What follows belongs to an exercise in optimizing a design on an open flow for small area and a short achievable clock period; a production flow would make more cautious choices. Where RTL was checked, it was by simulation tests only, not by an equivalence proof against the original. No activity file was given, so power comes from the tool's default toggle rates.

== rev 12 ==
==> flow/design.v <==
module dc_cond (
    input  wire [2:0]  phase,
    input  wire [15:0] win,
    input  wire [9:0]  cnt,
    input  wire [15:0] crc,
    input  wire        crc_ok,         
    input  wire        prev_e,
    output wire        wp, ws, pf, pl, in_hop,
    output wire        fl0, fl1,       
    output wire        pr0, pr1,       
    output wire        hc0, hc1,       
    output wire        nostart,        
    output wire        stuff_err,      
    output wire        noend,          
    output wire        take,           
    output wire        pf_end,         
    output wire        byte_end,       
    output wire        crc_ok_nx,      
    output wire        cnt_en,         
    output wire [9:0]  cnt_inc,
    output wire [15:0] crc_nx
);
    localparam [15:0] CRC_POLY     = 16'h8408;
    localparam [15:0] CRC_RESIDUAL = 16'hF0B8;
    assign wp     = (phase == 3'd2);
    assign ws     = (phase == 3'd3);
    assign pf     = (phase == 3'd4);
    assign pl     = (phase == 3'd5);
    assign in_hop = (phase == 3'd6);
    wire b         = win[8];
    wire stuff_due = &win[7:3];
    wire c7        = (cnt[2:0] == 3'd7);
    wire flag_w = (win[15:9] == 7'b1111110);
    wire pre_w  = (win[15:1] == 15'h5555) & (cnt >= 10'd15);
    wire hop_w  = (cnt >= 10'd5);
    assign fl0 = flag_w & prev_e;
    assign fl1 = flag_w & ~prev_e;
    assign pr0 = pre_w & prev_e;
    assign pr1 = pre_w & ~prev_e;
    assign hc0 = hop_w & (~prev_e == win[15]);
    assign hc1 = hop_w & (prev_e == win[15]);
    assign nostart   = ws & (cnt[3:0] == 4'd15);
    assign stuff_err = pl & stuff_due & b;
    assign take      = pl & ~stuff_due;
    assign noend     = take & (cnt == 10'd1020);
    assign pf_end    = pf & c7;
    assign byte_end  = take & c7;
    wire [15:0] crc_s = {1'b0, crc[15:1]} ^ ((b ^ crc[0]) ? CRC_POLY : 16'h0000);
    assign crc_nx    = pf_end ? 16'hFFFF : (take ? crc_s : crc);
    assign crc_ok_nx = (&win[8:4]) ? (crc_nx == CRC_RESIDUAL)
                                   : ((win[9] ^ crc_nx[0]) & (crc_nx[15:1] == 15'h74B0));
    assign cnt_en    = wp | ws | pf | take;
    assign cnt_inc   = cnt + 10'd1;
endmodule
module daisy_core (
    input  wire       clk,
    input  wire       rst,
    input  wire       op_valid,
    input  wire [3:0] op,
    output reg        cmd_ready,
    output reg        rx_active,
    output reg        hop_request,
    output reg        rdata_valid,
    output wire [7:0] rdata,
    output reg        radio_req,
    output wire       radio_channel,
    output reg        sink_byte_valid,
    output wire [7:0] sink_byte,
    output reg        sink_commit,
    output reg        sink_begin,
    output wire       sink_begin_chan
);
    localparam [2:0] PH_OFF      = 3'd0;
    localparam [2:0] PH_WAITPRE  = 3'd2;
    localparam [2:0] PH_WAITSTA  = 3'd3;
    localparam [2:0] PH_PREFETCH = 3'd4;
    localparam [2:0] PH_PAYLOAD  = 3'd5;
    localparam [2:0] PH_HOP      = 3'd6;
    localparam [2:0] ERR_NONE    = 3'd0;
    localparam [2:0] ERR_NOSTART = 3'd1;
    localparam [2:0] ERR_STUFF   = 3'd2;
    localparam [2:0] ERR_NOEND   = 3'd3;
    localparam [2:0] ERR_CRC     = 3'd4;
    reg [2:0]  phase;
    reg [15:0] win;
    reg [9:0]  cnt;
    reg [7:0]  acc;
    reg [15:0] crc;
    reg        crc_ok;     
    reg        prev_e;
    reg        chan;
    reg [2:0]  err;
    reg [5:0]  tag;
    reg [5:0]  rd;
    assign rdata           = {2'b00, rd};
    assign radio_channel   = chan;
    assign sink_begin_chan = chan;
    assign sink_byte       = acc;
    wire        wp, ws, pf, pl, in_hop, fl0, fl1, pr0, pr1, hc0, hc1;
    wire        nostart, stuff_err, noend, take, pf_end, byte_end, crc_ok_nx, cnt_en;
    wire [9:0]  cnt_inc;
    wire [15:0] crc_nx;
    dc_cond u_cond (
        .phase(phase), .win(win), .cnt(cnt), .crc(crc), .crc_ok(crc_ok), .prev_e(prev_e),
        .wp(wp), .ws(ws), .pf(pf), .pl(pl), .in_hop(in_hop),
        .fl0(fl0), .fl1(fl1), .pr0(pr0), .pr1(pr1), .hc0(hc0), .hc1(hc1),
        .nostart(nostart), .stuff_err(stuff_err), .noend(noend), .take(take),
        .pf_end(pf_end), .byte_end(byte_end), .crc_ok_nx(crc_ok_nx), .cnt_en(cnt_en),
        .cnt_inc(cnt_inc), .crc_nx(crc_nx)
    );
    wire e      = op[0];
    wire is_bit = op_valid & (op[3:1] == 3'b000);
    wire done   = op_valid & (op == 4'h5) & ~cmd_ready;    
    wire task_  = op_valid & cmd_ready;
    wire start  = task_ & (op == 4'h2);
    wire stop   = task_ & (op == 4'h3);
    wire serv   = task_ & (op == 4'h4) & in_hop;
    wire read   = task_ & (op[3:2] == 2'b10);
    wire takeer = task_ & (op == 4'hB);
    wire fl  = e ? fl1 : fl0;
    wire pr  = e ? pr1 : pr0;
    wire hc  = e ? hc1 : hc0;
    wire d   = ~(prev_e ^ e);
    wire rs  = (nostart & ~fl) | stuff_err | (pl & fl) | noend;    
    wire clr = rs | (wp & pr) | (ws & fl) | pf_end;               
    reg [2:0] bphase;
    reg [2:0] berr;
    always @* begin
        bphase = phase;
        if (wp & pr)        bphase = PH_WAITSTA;
        else if (wp & hc)   bphase = PH_HOP;
        if (ws & fl)        bphase = PH_PREFETCH;
        if (pf_end)         bphase = PH_PAYLOAD;
        if (rs)             bphase = PH_WAITPRE;
        berr = err;
        if (nostart & ~fl)  berr = ERR_NOSTART;
        if (stuff_err)      berr = ERR_STUFF;
        else if (pl & fl)   berr = crc_ok ? err : ERR_CRC;
        else if (noend)     berr = ERR_NOEND;
    end
    wire [2:0] phase_n = is_bit ? bphase : done ? PH_WAITPRE : stop ? PH_OFF : phase;
    wire       ready_n = done | (cmd_ready & ~(start | serv));
    always @(posedge clk) begin
        if (is_bit) begin
            win    <= {d, win[15:1]};
            prev_e <= e;
        end
        if (is_bit & take) acc <= {win[8], acc[7:1]};
        if (is_bit) begin
            crc    <= crc_nx;
            crc_ok <= crc_ok_nx;
        end
        if ((is_bit & clr) | done)  cnt <= 10'd0;
        else if (is_bit & cnt_en)   cnt <= cnt_inc;
        case (op[1:0])
            2'b00:   rd <= {3'd0, phase};
            2'b01:   rd <= {5'd0, chan};
            2'b10:   rd <= tag;
            default: rd <= {3'd0, err};
        endcase
        if (rst) begin
            phase           <= PH_OFF;
            prev_e          <= 1'b0;
            chan            <= 1'b0;
            err             <= ERR_NONE;
            tag             <= 6'd0;
            cmd_ready       <= 1'b1;
            rx_active       <= 1'b0;
            hop_request     <= 1'b0;
            rdata_valid     <= 1'b0;
            radio_req       <= 1'b0;
            sink_byte_valid <= 1'b0;
            sink_commit     <= 1'b0;
            sink_begin      <= 1'b0;
        end else begin
            phase           <= phase_n;
            chan            <= chan ^ serv;
            if (is_bit)      err <= berr;
            else if (takeer) err <= ERR_NONE;
            if (is_bit & pf_end) tag <= {d, win[15:11]};
            cmd_ready       <= ready_n;
            rx_active       <= done | (rx_active & ~stop);
            hop_request     <= (phase_n == PH_HOP) & ready_n;
            rdata_valid     <= read;
            radio_req       <= start | serv;
            sink_byte_valid <= is_bit & byte_end;
            sink_commit     <= is_bit & ~stuff_err & pl & fl & crc_ok;
            sink_begin      <= (is_bit & rs) | done;
        end
    end
endmodule
clock: 3.5 ns
lec_check: 0
cap_margin: 20
core_margin: 2
core_utilization: 40
setup_slack_margin: 1.6
slew_margin: 20
standard.sh (not shown) runs the stock make flow with config.mk's settings and CLKGATE_MAP_FILE= SYNTH_SCRIPT=/design/flow/synth_recipe.tcl, a recipe that flattens the netlist after the stock synthesis.
==> flow/flow/run.sh <==
#!/bin/bash
# ORFS layout through the standard.sh, with these changes:
#  - synthesis may not use the slow many-input OR / NOR cells (added to the
#    platform's don't-use list);
#  - ports are buffered with buf_4 instead of the smallest buffer the resizer picks;
#  - timing repair may swap a cell for one with another footprint.
# Each tool's output goes to a log file of its own in this folder.
set -euo pipefail
BASE=$(make -s -C "$FLOW_HOME" DESIGN_CONFIG="$PWD/config.mk" WORK_HOME="$PWD/orfs" print-DONT_USE_CELLS 2>/dev/null \
       | sed -n 's/^DONT_USE_CELLS: //p' | tail -1)
SLOW=""
for c in or3_1 or3_2 or3_4 or3b_1 or3b_2 or3b_4 or4_1 or4_2 or4_4 or4b_1 or4b_2 or4b_4 \
         or4bb_1 or4bb_2 or4bb_4 nor4_1 nor4_2 nor4_4 nor4b_1 nor4b_2 nor4b_4 nor4bb_1 nor4bb_2 nor4bb_4; do
  SLOW="$SLOW sky130_fd_sc_hd__$c"
done
echo "DONT_USE_CELLS=$BASE $SLOW" > dont_use.log
bash standard.sh "DONT_USE_CELLS=$BASE $SLOW" synth > synth.log 2>&1
bash standard.sh "DONT_USE_CELLS=$BASE $SLOW" MATCH_CELL_FOOTPRINT=0 \
  "BUFFER_PORTS_ARGS=-buffer_cell sky130_fd_sc_hd__buf_4" finish > layout.log 2>&1
Rev 12 finished every stage and its layout cleared the timing, DRC and antenna checks.
Setup changes, rev 12 to rev 13
--- a/flow/design.v
+++ b/flow/design.v
@@ -4,5 +4,4 @@
     input  wire [9:0]  cnt,
     input  wire [15:0] crc,
-    input  wire        crc_ok,         
     input  wire        prev_e,
     output wire        wp, ws, pf, pl, in_hop,
@@ -16,8 +15,8 @@
     output wire        pf_end,         
     output wire        byte_end,       
-    output wire        crc_ok_nx,      
+    output wire        crc_ok,         
     output wire        cnt_en,         
     output wire [9:0]  cnt_inc,
-    output wire [15:0] crc_nx
+    output wire [15:0] crc_s
 );
     localparam [15:0] CRC_POLY     = 16'h8408;
@@ -46,8 +45,6 @@
     assign pf_end    = pf & c7;
     assign byte_end  = take & c7;
-    wire [15:0] crc_s = {1'b0, crc[15:1]} ^ ((b ^ crc[0]) ? CRC_POLY : 16'h0000);
-    assign crc_nx    = pf_end ? 16'hFFFF : (take ? crc_s : crc);
-    assign crc_ok_nx = (&win[8:4]) ? (crc_nx == CRC_RESIDUAL)
-                                   : ((win[9] ^ crc_nx[0]) & (crc_nx[15:1] == 15'h74B0));
+    assign crc_s     = {1'b0, crc[15:1]} ^ ((b ^ crc[0]) ? CRC_POLY : 16'h0000);
+    assign crc_ok    = stuff_due ? (crc == CRC_RESIDUAL) : (crc_s == CRC_RESIDUAL);
     assign cnt_en    = wp | ws | pf | take;
     assign cnt_inc   = cnt + 10'd1;
@@ -87,5 +84,4 @@
     reg [7:0]  acc;
     reg [15:0] crc;
-    reg        crc_ok;     
     reg        prev_e;
     reg        chan;
@@ -98,14 +94,14 @@
     assign sink_byte       = acc;
     wire        wp, ws, pf, pl, in_hop, fl0, fl1, pr0, pr1, hc0, hc1;
-    wire        nostart, stuff_err, noend, take, pf_end, byte_end, crc_ok_nx, cnt_en;
+    wire        nostart, stuff_err, noend, take, pf_end, byte_end, crc_ok, cnt_en;
     wire [9:0]  cnt_inc;
-    wire [15:0] crc_nx;
+    wire [15:0] crc_s;
     dc_cond u_cond (
-        .phase(phase), .win(win), .cnt(cnt), .crc(crc), .crc_ok(crc_ok), .prev_e(prev_e),
+        .phase(phase), .win(win), .cnt(cnt), .crc(crc), .prev_e(prev_e),
         .wp(wp), .ws(ws), .pf(pf), .pl(pl), .in_hop(in_hop),
         .fl0(fl0), .fl1(fl1), .pr0(pr0), .pr1(pr1), .hc0(hc0), .hc1(hc1),
         .nostart(nostart), .stuff_err(stuff_err), .noend(noend), .take(take),
-        .pf_end(pf_end), .byte_end(byte_end), .crc_ok_nx(crc_ok_nx), .cnt_en(cnt_en),
-        .cnt_inc(cnt_inc), .crc_nx(crc_nx)
+        .pf_end(pf_end), .byte_end(byte_end), .crc_ok(crc_ok), .cnt_en(cnt_en),
+        .cnt_inc(cnt_inc), .crc_s(crc_s)
     );
     wire e      = op[0];
@@ -147,8 +143,5 @@
         end
         if (is_bit & take) acc <= {win[8], acc[7:1]};
-        if (is_bit) begin
-            crc    <= crc_nx;
-            crc_ok <= crc_ok_nx;
-        end
+        if (is_bit & (take | pf_end)) crc <= pf_end ? 16'hFFFF : crc_s;
         if ((is_bit & clr) | done)  cnt <= 10'd0;
         else if (is_bit & cnt_en)   cnt <= cnt_inc;
## What came out
No stage failed in rev 13, and the final checks on the layout all came back clean. Of rev 13 and rev 12, the higher number of distinct library cells after synthesis belongs to rev 12. Row number of resized instances in the post-cts repair step: rev 13 lower / rev 12 higher. Measured against each other, rev 13 and rev 12 differ in clock share of power, the lower figure coming from rev 13. Compared with rev 12, peak supply drop in rev 13 decreased by more than a quarter. Final-layout clock buffer total in rev 13 is 1 lower than in rev 12.
Only the layout flow was run in rev 12; the RTL was not checked for function there.

[what the ideal ports hide]
How much do the figures lean on ideal ports? The routed layouts below were timed once more, with nothing changed but the port constraints.
Step 1, drivers: a clkbuf_16 drives clk and a buf_2 each remaining input, both assumed.
Step 2 times the ports against the registers' clock, not the clock port: input delays grow and output delays shrink by t, the midpoint of the rising clock arrivals with the driver on.
Slacks: no drivers / after step 1 / after step 2; pairs: no drivers / after step 1.
| run | t, ns | setup slack, ns | worst setup path at the end | slew at the worst register clock pin (ns) | worst slew at a driven data input, ns |
|---|---|---|---|---|---|
| rev 12 | 0.385 | 1.540 / 1.540 / 1.243 | input to register | 0.09 / 0.09 | 0.03 |
| rev 13 | 0.383 | 1.658 / 1.658 / 1.280 | input to register | 0.09 / 0.09 | 0.04 |
After both steps every run listed still meets setup and hold. For rev 13, which loses most, drivers alone change the setup slack by 0.000 ns; drivers and shift together by -0.378 ns.
